Background: an optimization exercise with open tools, aiming at small area, a short achievable clock period and few clock cycles. Do not read the settings as production practice. Only simulation tests tie the RTL to the original design; equivalence was not proved. Power is estimated from default activity; no workload was simulated.

**run.sh**
```bash
#!/bin/bash
# synth_recipe.tcl (not shown) runs the flow's synth.tcl, then flattens the netlist and writes it again
# the make line also repeats each setting of config.mk as NAME=value (left out here)
make -C /OpenROAD-flow-scripts/flow DESIGN_CONFIG=/design/flow/config.mk WORK_HOME=/design/flow/orfs CLKGATE_MAP_FILE= SYNTH_SCRIPT=/design/flow/synth_recipe.tcl finish
```
**design.v**
```verilog
module mcl2_core (
    input  wire        clk,
    input  wire        rst,
    input  wire        cmd_valid,
    input  wire [7:0]  cmd,
    output wire        cmd_ready,
    output reg         done,
    input  wire [1:0]  ev,
    output wire [1:0]  ind,
    output wire        test_out,
    output wire        in_rd,
    output wire [4:0]  in_addr,
    input  wire [15:0] in_rdata,
    output reg         out_we,
    output reg  [4:0]  out_addr,
    output reg  [15:0] out_wdata
);
    localparam [15:0] PHASE_INC = 16'd1365;
    localparam [7:0]  BITS      = 8'h59;      
    localparam [7:0]  CMD_INIT = 8'h01, CMD_PROCESS = 8'h02, CMD_TICK = 8'h03;
    localparam [16*64-1:0] SINE_TAB = {
        16'hF374, 16'hE707, 16'hDAD8, 16'hCF05, 16'hC3AA, 16'hB8E4, 16'hAECD, 16'hA57E,
        16'h9D0F, 16'h9593, 16'h8F1E, 16'h89BF, 16'h8584, 16'h8277, 16'h809F, 16'h8001,
        16'h809F, 16'h8277, 16'h8584, 16'h89BF, 16'h8F1E, 16'h9593, 16'h9D0F, 16'hA57E,
        16'hAECD, 16'hB8E4, 16'hC3AA, 16'hCF05, 16'hDAD8, 16'hE707, 16'hF374, 16'h0000,
        16'h0C8C, 16'h18F9, 16'h2528, 16'h30FB, 16'h3C56, 16'h471C, 16'h5133, 16'h5A82,
        16'h62F1, 16'h6A6D, 16'h70E2, 16'h7641, 16'h7A7C, 16'h7D89, 16'h7F61, 16'h7FFF,
        16'h7F61, 16'h7D89, 16'h7A7C, 16'h7641, 16'h70E2, 16'h6A6D, 16'h62F1, 16'h5A82,
        16'h5133, 16'h471C, 16'h3C56, 16'h30FB, 16'h2528, 16'h18F9, 16'h0C8C, 16'h0000
    };
    localparam [16*16-1:0] SHAPE_A_TAB = {
        16'h8001, 16'h8277, 16'h89BF, 16'h9593, 16'hA57E, 16'hB8E4, 16'hCF05, 16'hE707,
        16'h0000, 16'h18F9, 16'h30FB, 16'h471C, 16'h5A82, 16'h6A6D, 16'h7641, 16'h7D89
    };
    localparam [16*16-1:0] SHAPE_B_TAB = {
        16'h7FFF, 16'h7D89, 16'h7641, 16'h6A6D, 16'h5A82, 16'h471C, 16'h30FB, 16'h18F9,
        16'h0000, 16'hE707, 16'hCF05, 16'hB8E4, 16'hA57E, 16'h9593, 16'h89BF, 16'h8277
    };
    localparam [1:0] S_IDLE = 2'd0, S_SAMPLE = 2'd1, S_CLEAR = 2'd3;
    reg [1:0]  mode;
    reg [1:0]  ind_r;
    reg        inc_pend, dec_pend;
    reg        sign, test_out_r;
    reg        ineg;                 
    reg [2:0]  bitcur;
    reg [15:0] phase;
    reg [16*16-1:0] hq;              
    reg [16*21-1:0] dq;              
    reg        rdy;                  
    reg        pv;                   
    reg [1:0]  pm;                   
    reg        prun;                 
    reg        m3r;                  
    reg [5:0]  cnt;
    reg        v1;                   
    reg [4:0]  a1;
    reg        tr, sel;
    reg [15:0] cf;                   
    reg        blk;                  
    reg [3:0]  ti;                   
    reg [4:0]  rel;                  
    reg [1:0]  stype;
    reg        clr_req, clr_all;
    reg [7:0]  m_one, m_two, m_neg;  
    reg [31:0] q_r;                  
    reg [31:0] acc;
    reg        p1_act, p1_first, p1_last;
    reg        p2_act, p2_first, p2_last;
    reg        rdv, tail_go;
    reg [15:0] dreg;                 
    reg        rd_r;
    reg [4:0]  ra_r;
    assign cmd_ready = rdy;
    assign ind       = ind_r;
    assign test_out  = test_out_r;
    assign in_rd     = rd_r;
    assign in_addr   = ra_r;
    wire accept = cmd_valid & rdy;
    wire [15:0] h_head = hq[15:0];
    wire [15:0] h_new  = hq[16*15 +: 16];   
    wire [15:0] x_head = dq[15:0];
    wire [15:0] x_prev = dq[16*19 +: 16];   
    wire [15:0] u_x = m3r ? cf : x_head;
    wire [15:0] u_h = m3r ? 16'd0 : h_head;
    wire [15:0] h_upd;
    mcl2_umac u_upd (.one(m_one), .two(m_two), .neg(m_neg), .x(u_x), .h(u_h), .hn(h_upd));
    wire [31:0] q_n;
    mcl2_qmul u_mul (.a(h_new), .b(x_prev), .q(q_n));
    wire [31:0] acc_in = p2_first ? 32'd0 : acc;
    wire [32:0] acc_s  = {acc_in[31], acc_in} + {q_r[31], q_r};
    wire [31:0] acc_n  = (acc_s[32] != acc_s[31]) ? (acc_s[32] ? 32'h80000000 : 32'h7FFFFFFF) : acc_s[31:0];
    wire [15:0] acc_nw = (acc[31:15] == 17'h0FFFF) ? 16'h7FFF : (acc[31:16] + {15'd0, acc[15]});
    wire [16:0] e_d   = {dreg[15], dreg} - {acc_nw[15], acc_nw};
    wire [15:0] e_s   = (e_d[16] != e_d[15]) ? (e_d[16] ? 16'h8000 : 16'h7FFF) : e_d[15:0];
    wire [16:0] e_r   = {out_wdata[15], out_wdata} + 17'd4;
    wire [15:0] emu_n = {{2{e_r[16]}}, e_r[16:3]};
    wire [15:0] phase_n = phase + PHASE_INC;
    wire [5:0]  sidx    = phase_n[15:10] + ((pm == 2'd3) ? 6'd16 : 6'd0);
    wire [15:0] rom     = SINE_TAB[16*sidx +: 16];
    wire [3:0]  n3      = cnt[4:1];
    wire [15:0] coef_n  = tr ? (sel ? SHAPE_B_TAB[16*n3 +: 16] : SHAPE_A_TAB[16*n3 +: 16])
                             : (ineg ? 16'h8001 : 16'h7FFF);
    wire [15:0] m_src = m3r ? rom : emu_n;
    wire [7:0]  mo_n, mt_n, mn_n;
    mcl2_benc u_enc (.v(m_src), .one(mo_n), .two(mt_n), .neg(mn_n));
    wire upd_now  = (stype == S_SAMPLE) && (rel <= 5'd15);
    wire hrot     = (stype != S_IDLE) && (rel <= 5'd15);
    wire push     = (stype == S_SAMPLE) && (rel == 5'd15);
    wire [4:0] rel_n = push ? 5'd17 : (rel == 5'd20) ? 5'd0 : rel + 5'd1;
    wire eng_idle = (stype == S_IDLE) && !clr_req;
    wire [15:0] h_in  = (stype == S_CLEAR) ? 16'd0 : h_upd;
    wire [15:0] dl_in = ((stype == S_CLEAR) && (clr_all || (rel <= 5'd15))) ? 16'd0 :
                        push ? in_rdata : x_head;
    wire [1:0] mode_inc  = inc_pend ? mode + 2'd1 : mode;
    wire [1:0] mode_tick = dec_pend ? mode_inc - 2'd1 : mode_inc;
    always @(posedge clk) begin
        if (hrot) hq <= {h_in, hq[16*16-1:16]};
        dq   <= {dl_in, dq[16*21-1:16]};
        q_r  <= q_n;
        dreg <= in_rdata;
    end
    always @(posedge clk) begin
        if (rst) begin
            done       <= 1'b0;
            out_we     <= 1'b0;
            out_addr   <= 5'd0;
            out_wdata  <= 16'd0;
            mode       <= 2'd0;
            ind_r      <= 2'd0;
            inc_pend   <= 1'b0;
            dec_pend   <= 1'b0;
            sign       <= 1'b0;
            test_out_r <= 1'b0;
            ineg       <= 1'b0;
            bitcur     <= 3'd0;
            phase      <= 16'd0;
            rdy        <= 1'b1;
            pv         <= 1'b0;
            pm         <= 2'd0;
            prun       <= 1'b0;
            m3r        <= 1'b0;
            cnt        <= 6'd0;
            v1         <= 1'b0;
            a1         <= 5'd0;
            tr         <= 1'b0;
            sel        <= 1'b0;
            cf         <= 16'd0;
            blk        <= 1'b0;
            ti         <= 4'd0;
            rel        <= 5'd0;
            stype      <= S_CLEAR;
            clr_req    <= 1'b0;
            clr_all    <= 1'b1;
            m_one      <= 8'd0;
            m_two      <= 8'd0;
            m_neg      <= 8'd0;
            acc        <= 32'd0;
            p1_act     <= 1'b0;
            p1_first   <= 1'b0;
            p1_last    <= 1'b0;
            p2_act     <= 1'b0;
            p2_first   <= 1'b0;
            p2_last    <= 1'b0;
            rdv        <= 1'b0;
            tail_go    <= 1'b0;
            rd_r       <= 1'b0;
            ra_r       <= 5'd0;
        end else begin
            done   <= 1'b0;
            out_we <= 1'b0;
            if (ev[0]) inc_pend <= 1'b1;
            if (ev[1]) dec_pend <= 1'b1;
            if (accept) begin
                case (cmd)
                CMD_INIT: begin
                    clr_req <= 1'b1;
                    done    <= 1'b1;
                end
                CMD_TICK: begin
                    inc_pend <= ev[0];
                    dec_pend <= ev[1];
                    mode     <= mode_tick;
                    if (inc_pend || dec_pend)
                        ind_r <= mode_tick;
                    done     <= 1'b1;
                end
                CMD_PROCESS: begin
                    rdy <= 1'b0;
                    if (mode == 2'd1) begin
                        blk <= 1'b1;
                        ti  <= 4'd0;
                    end else begin
                        pv   <= 1'b1;
                        pm   <= mode;
                        prun <= 1'b0;
                        cnt  <= 6'd0;
                    end
                    if (mode == 2'd3) begin
                        test_out_r <= BITS[bitcur];
                        bitcur     <= bitcur + 3'd1;
                        tr         <= ~BITS[bitcur];
                        sel        <= sign;
                        if (!BITS[bitcur])
                            sign <= ~sign;
                    end
                end
                default: done <= 1'b1;    
                endcase
            end
            v1 <= rd_r && pv && (pm == 2'd0);
            a1 <= ra_r;
            if (pv && !prun) begin
                if (pm == 2'd2 || eng_idle) begin
                    prun <= 1'b1;
                    if (pm == 2'd3) m3r <= 1'b1;
                end
            end
            if (pv && prun) begin
                case (pm)
                2'd0: begin
                    if (!cnt[5]) cnt <= cnt + 6'd1;
                    if (v1) begin
                        out_we    <= 1'b1;
                        out_addr  <= a1;
                        out_wdata <= in_rdata;
                        if (a1 == 5'd31) begin
                            done <= 1'b1;
                            rdy  <= 1'b1;
                            pv   <= 1'b0;
                        end
                    end
                end
                2'd2: begin
                    cnt      <= cnt + 6'd1;
                    out_we   <= 1'b1;
                    out_addr <= cnt[4:0];
                    if (!cnt[0]) begin
                        phase     <= phase_n;
                        out_wdata <= rom;
                    end
                    if (cnt[4:0] == 5'd31) begin
                        done <= 1'b1;
                        rdy  <= 1'b1;
                        pv   <= 1'b0;
                    end
                end
                default: begin
                    cnt <= cnt + 6'd1;
                    if (!cnt[0] && !cnt[5]) begin
                        phase <= phase_n;
                        m_one <= mo_n;
                        m_two <= mt_n;
                        m_neg <= mn_n;
                        cf    <= coef_n;
                    end
                    if (cnt[0]) begin
                        out_we    <= 1'b1;
                        out_addr  <= {cnt[4:1], 1'b0};
                        out_wdata <= h_upd;
                    end
                    if (!cnt[0] && cnt != 6'd0) begin
                        out_we   <= 1'b1;
                        out_addr <= {cnt[4:1] - 4'd1, 1'b1};
                    end
                    if (cnt == 6'd32) begin
                        done  <= 1'b1;
                        rdy   <= 1'b1;
                        pv    <= 1'b0;
                        m3r   <= 1'b0;
                        m_one <= 8'd0;
                        m_two <= 8'd0;
                        m_neg <= 8'd0;
                        if (tr) ineg <= ~sel;
                    end
                end
                endcase
            end
            rd_r <= (pv && prun && (pm == 2'd0) && !cnt[5]) || (blk && (rel_n == 5'd17));
            ra_r <= blk ? {ti, 1'b0} : cnt[4:0];
            rel <= rel_n;
            p1_act   <= upd_now;
            p1_first <= (stype == S_SAMPLE) && (rel == 5'd0);
            p1_last  <= push;
            p2_act   <= p1_act;
            p2_first <= p1_first;
            p2_last  <= p1_last;
            if (p2_act) acc <= acc_n;
            if (push) begin
                m_one <= 8'd0;
                m_two <= 8'd0;
                m_neg <= 8'd0;
            end
            if (rel == 5'd17) rdv <= rd_r && blk;
            if (rel == 5'd18) tail_go <= rdv && blk && !clr_req;
            if (rel == 5'd19 && tail_go) begin
                out_wdata <= e_s;
                out_we    <= 1'b1;
                out_addr  <= {ti, 1'b0};
            end
            if (rel == 5'd20 && tail_go) begin
                m_one    <= mo_n;
                m_two    <= mt_n;
                m_neg    <= mn_n;
                out_we   <= 1'b1;
                out_addr <= {ti, 1'b1};
                ti       <= ti + 4'd1;
                if (ti == 4'd15) begin
                    done <= 1'b1;
                    rdy  <= 1'b1;
                    blk  <= 1'b0;
                end
            end
            if (rel == 5'd20) begin
                if (stype == S_CLEAR) clr_all <= 1'b0;
                if (tail_go) begin
                    stype <= S_SAMPLE;
                end else if (clr_req) begin
                    stype   <= S_CLEAR;
                    clr_req <= 1'b0;
                    acc     <= 32'd0;
                end else begin
                    stype <= S_IDLE;
                end
            end
        end
    end
endmodule
module mcl2_benc (
    input  wire [15:0] v,
    output wire [7:0]  one,
    output wire [7:0]  two,
    output wire [7:0]  neg
);
    wire [16:0] vv = {v, 1'b0};
    genvar j;
    generate
        for (j = 0; j < 8; j = j + 1) begin : g
            wire [2:0] t = vv[2*j +: 3];
            assign one[j] = t[1] ^ t[0];
            assign two[j] = (t == 3'b011) || (t == 3'b100);
            assign neg[j] = t[2] & ~(t[1] & t[0]);
        end
    endgenerate
endmodule
module mcl2_umac (
    input  wire [7:0]  one,
    input  wire [7:0]  two,
    input  wire [7:0]  neg,
    input  wire [15:0] x,
    input  wire [15:0] h,
    output wire [15:0] hn
);
    wire [16:0] xs = {x[15], x};
    wire [16:0] x2 = {x, 1'b0};
    wire [16:0] row [0:7];
    genvar j;
    generate
        for (j = 0; j < 8; j = j + 1) begin : g
            assign row[j] = (({17{one[j]}} & xs) | ({17{two[j]}} & x2)) ^ {17{neg[j]}};
        end
    endgenerate
    wire [31:0] r0 = {14'd0, 1'b1, ~row[0][16], row[0][15:0]};
    wire [31:0] r1 = {12'd0, 1'b1, ~row[1][16], row[1][15:0], 2'd0};
    wire [31:0] r2 = {10'd0, 1'b1, ~row[2][16], row[2][15:0], 4'd0};
    wire [31:0] r3 = { 8'd0, 1'b1, ~row[3][16], row[3][15:0], 6'd0};
    wire [31:0] r4 = { 6'd0, 1'b1, ~row[4][16], row[4][15:0], 8'd0};
    wire [31:0] r5 = { 4'd0, 1'b1, ~row[5][16], row[5][15:0], 10'd0};
    wire [31:0] r6 = { 2'd0, 1'b1, ~row[6][16], row[6][15:0], 12'd0};
    wire [31:0] r7 = { 1'd0, ~row[7][16], row[7][15:0], 14'd0};
    wire [31:0] nb = {1'b0, 1'b1, 13'd0, 1'b1, 1'b0, neg[7], 1'b0, neg[6], 1'b0, neg[5], 1'b0,
                      neg[4], 1'b0, neg[3], 1'b0, neg[2], 1'b0, neg[1], 1'b0, neg[0]};
    wire [31:0] hr = {1'b0, ~h[15], h[14:0], 1'b1, 14'd0};
    wire [31:0] s  = r0 + r1 + r2 + r3 + r4 + r5 + r6 + r7 + nb + hr;
    wire [16:0] v  = s[31:15];
    assign hn = (v[16] != v[15]) ? (v[16] ? 16'h8000 : 16'h7FFF) : v[15:0];
endmodule
module mcl2_qmul (
    input  wire [15:0] a,
    input  wire [15:0] b,
    output wire [31:0] q
);
    wire [7:0] one, two, neg;
    mcl2_benc u_enc (.v(b), .one(one), .two(two), .neg(neg));
    wire [16:0] as = {a[15], a};
    wire [16:0] a2 = {a, 1'b0};
    wire corr = (a == 16'h8000) && (b == 16'h8000);
    wire [16:0] row [0:7];
    genvar j;
    generate
        for (j = 0; j < 8; j = j + 1) begin : g
            assign row[j] = (({17{one[j]}} & as) | ({17{two[j]}} & a2)) ^ {17{neg[j]}};
        end
    endgenerate
    wire [16:0] row0 = corr ? 17'h1FFFF : row[0];
    wire [31:0] r0 = {13'd0, 1'b1, ~row0[16], row0[15:0], 1'b0};
    wire [31:0] r1 = {11'd0, 1'b1, ~row[1][16], row[1][15:0], 3'd0};
    wire [31:0] r2 = { 9'd0, 1'b1, ~row[2][16], row[2][15:0], 5'd0};
    wire [31:0] r3 = { 7'd0, 1'b1, ~row[3][16], row[3][15:0], 7'd0};
    wire [31:0] r4 = { 5'd0, 1'b1, ~row[4][16], row[4][15:0], 9'd0};
    wire [31:0] r5 = { 3'd0, 1'b1, ~row[5][16], row[5][15:0], 11'd0};
    wire [31:0] r6 = { 1'd0, 1'b1, ~row[6][16], row[6][15:0], 13'd0};
    wire [31:0] r7 = {~row[7][16], row[7][15:0], 15'd0};
    wire [31:0] nb = {14'd0, 1'b1, 1'b0, neg[7], 1'b0, neg[6], 1'b0, neg[5], 1'b0, neg[4], 1'b0,
                      neg[3], 1'b0, neg[2], 1'b0, neg[1], 1'b0, neg[0], corr};
    assign q = r0 + r1 + r2 + r3 + r4 + r5 + r6 + r7 + nb;
endmodule
```
**config.mk**
```make
export PLATFORM = sky130hd
export DESIGN_NAME = mcl2_core
export DESIGN_NICKNAME = mcl2_core
export VERILOG_FILES = /design/flow/design.v
export SDC_FILE = /design/flow/constraint.sdc
export NUM_CORES = 4
export LEC_CHECK = 0
export CAP_MARGIN = 20
export CORE_MARGIN = 2
export CORE_UTILIZATION = 40
export PLACE_DENSITY = 0.6
export SLEW_MARGIN = 20
```
**constraint.sdc**
```tcl
create_clock -name core_clock -period 18.0 [get_ports {clk}]
set_input_delay 3.6000 -clock core_clock [delete_from_list [all_inputs] [get_ports {clk}]]
set_output_delay 3.6000 -clock core_clock [all_outputs]
set_load 0.01 [all_outputs]
```
==> summary.txt <==
sequential cells by signal, summed over array words and instances, names as in the netlist, 2 cells and up:
signal / cells
dq: 336
hq: 256
acc: 32
q_r: 32
cf: 16
dreg: 16
out_wdata: 16
phase: 16
m_neg: 8
m_one: 8
m_two: 8
cnt: 6
a1: 5
out_addr: 5
ra_r: 5
rel: 5
ti: 4
bitcur: 3
ind_r: 2
mode: 2
pm: 2
stype: 2
power breakdown:
part	leakage, uW	total [uW]	switching [uW]	internal (uW)
combinational	0.0101	52.3	32.5	19.9
sequential	0.00762	1880	2.56	1870
clock	0.00143	1790	742	1040
total	0.0192	3710	777	2940
cell usage in the layout, fill, tap and decap left out, drive strengths merged, types with 84 or more instances in the layout:
cell type	instances
a22oi	238
o21ai	159
xor2	122
a21oi	257
dfxtp	553
ha	297
nor2b	84
inv	264
nand2	261
nor2	293
clkbuf	109
xnor2	305
fa	158
edfxtp	256
final cells by class:
cell class / instances / area (um^2) / share of cell area
Clock buffer: 109 / 2360 / 0.0486
Multi-Input combinational cell: 2964 / 23100 / 0.476
Timing Repair Buffer: 112 / 1000 / 0.0207
Sequential cell: 809 / 18800 / 0.386
Inverter: 259 / 972 / 0.0200
Clock inverter: 48 / 567 / 0.0117
Antenna cell: 2 / 5.00 / 0.000103
Tap cell: 1414 / 1770 / 0.0364
synthesized netlist by cell type (all sizes together) (22+ instances only):
cell type	instances	area, um^2
ha	297	3720
nor3	65	337
nand2	261	980
maj3	33	332
or3	26	168
o21a	23	173
o211ai	22	165
a22oi	238	1790
fa	158	3160
a31oi	32	213
nand2b	35	219
edfxtp	256	7690
and3	24	150
xnor2	305	2670
buf	57	268
a211oi	71	538
clkbuf	211	792
a21oi	257	1290
nor2b	84	526
nand3	80	400
o21ai	159	807
inv	255	957
dfxtp	553	11100
nor2	293	1110
mux2i	28	280
xor2	122	1070
mux2	31	349
a21o	35	263
logic make-up after synthesis:
kind of cell | synth area share
flops | 0.427
fa+ha+maj | 0.164
mux | 0.0169
simple gates | 0.104
compound gates | 0.156
buf+inv | 0.0463
xor+xnor | 0.0852
through the flow:
step                power (uW)  hold WS, ns   util  cell area (um^2)
detailed placement        1970        0.312  0.419             45600
floorplan                 1940        0.310      -             43900
finish                    3710        0.317  0.446             48600
global placement          1970        0.310  0.419             45600
CTS                       3770        0.311  0.446             48600
global route              3840        0.325  0.446             48600
metal layers:
metal  vias up  share of wire  track usage
met5         -        0.00012            0
met4         2          0.028       0.0654
met3       177          0.065       0.0332
met2       953           0.46        0.325
met1     14900           0.45        0.271
li1      15000              -            -
worst max-delay path by stage:
stage,slack [ns],depth (start not counted),endpoint,startpoint
3_3_place_gp,8.72,30,hq[252],m3r
3_5_place_dp,8.59,30,hq[252],m3r
6_report,8.56,30,hq[252],m3r
2_1_floorplan,5.51,5,hq[0],rel[0]
4_1_cts,8.56,30,hq[252],m3r
5_1_grt,7.98,30,hq[252],m3r
==> results.json <==
{
  "outcome": "timing/DRC/antenna clean",
  "hold_start": "dq[141]",
  "power_density_mw_per_mm2": 76.5,
  "synth.avg_cell_area_um2": 10.2,
  "grt_antenna_before_repair": 5,
  "drtIter0Drc": 2742,
  "antenna_left": 0,
  "cp.required_ns": 18.40,
  "routed_wl_um": 113000,
  "die_h_um": 335,
  "area_growth_pct": 10.7,
  "nFillCells": 10200,
  "worst-setup-path-type": "reg -> reg",
  "holdPathEnd": "dq[125]",
  "hold_viol": 0,
  "worstPathMaxFanout": 16,
  "place.gp.congestion": 0.927,
  "rows": 121,
  "finalMaxSlewViolations": 0,
  "ios": 62,
  "grt_max_degree": 162,
  "syn_inst": 4300,
  "core-area_mm2": 0.109,
  "final_nets": 4715,
  "synth_seq_area_share": 0.427,
  "arrival_ns": 9.84,
  "die-area_mm2": 0.112,
  "tns_ns": 0,
  "yosys_warnings": 3,
  "vias": 31100,
  "reg2reg_depth": 30,
  "fin_crit_sh": 0.525,
  "wl_per_cell_um": 19.8,
  "cp.buffers_inverters": 1,
  "place_inst": 5558,
  "hp-class": "reg -> reg",
  "hold_buffers": 0,
  "clkTransAtPathRegs_ns": 0.06,
  "cpPeakStageDelay_ns": 0.54,
  "grt_setup_unrepaired": "no",
  "drive_gt1_frac": 0.0660,
  "worstMarginPinSlew_ns": 1.12,
  "cts_sinks": 809,
  "vias_per_cell": 5.44,
  "setup_viol_count_final": 0,
  "cts_made_buffers": 85,
  "worstReg2RegStart": "m3r",
  "reg2reg_slack_ns": 8.56,
  "portBuffers": 61,
  "cpMaxStageDelayCell": "fa_1",
  "h-tree-depth": 3,
  "grt_overflow": 0,
  "critPathLaunchType": "register",
  "slew_headroom": 0.250,
  "async_reset_ff_frac": 0,
  "cp_top_family": "compound AO/OA/AOI/OAI gates",
  "maxCapViolations": 0,
  "cts_root_buf": "clkbuf_16",
  "r2r-end": "hq[252]",
  "gr-usage-all-layers": 0.200,
  "synth.net_count": 4784,
  "clk_latency_ns": 0.67,
  "post_cts_buffers": 0,
  "cts.repair.resized": 0,
  "firstDrtPassIters": 6,
  "ys_seq_elements": 809,
  "grt_pass1_wl_um": 176000,
  "synth.distinct_cells": 98,
  "dp_hpwl_um": 82300,
  "die_x_um": 335,
  "path_common_cell": "fa_1",
  "cts_tree": "done",
  "holdPathStages": 0,
  "fin_ws_ns": 8.56,
  "min_period_ns": 9.44,
  "finalNonFillerCells": 5717,
  "preCtsSetupSlack_ns": 8.59,
  "cts_max_path_buffers": 3,
  "drt_drc_violations_left": 0,
  "power_leakage_uw": 0.0192,
  "end_kind": "register",
  "ir_worst_vdd_mv": 0.0743,
  "netlist_area_mm2": 0.0439,
  "timing.fmax_mhz": 106,
  "start_util": 0.403,
  "grt_pass1_vias": 30100,
  "fin_worst_skew_ns": 0.0239,
  "synth_edf_count": 256,
  "ys.flop_type": "dfxtp_1"
}
Testbench counts, summed over its fixed seeds: cycles 86,296.

==> static timing again, ports no longer ideal <==
The flow's constraints put no driver on any port. The routed layout listed below was extracted and timed again, unchanged, in two steps.
Step 1 assumes that a clkbuf_16 drives the clock port and a buf_2 every other input.
Step 2, shift: input delay + t, output delay - t, t = (earliest + latest rising clock arrival at the registers) / 2. This alone moves slack from input paths to output paths.
a / b / c = ideal / step 1 / step 2; a / b = the first two.
shift t [ns]: 0.730
setup WS [ns]: 8.556 / 8.556 / 8.556
latest minus earliest clock arrival (ns): 0.027 / 0.026
worst register clock-pin slew, ns: 0.07 / 0.07
cell pins on the clock port's net: 1
After both steps this run still meets setup and hold. For this run, drivers alone change the setup slack by 0.000 ns; drivers and shift together by 0.000 ns.
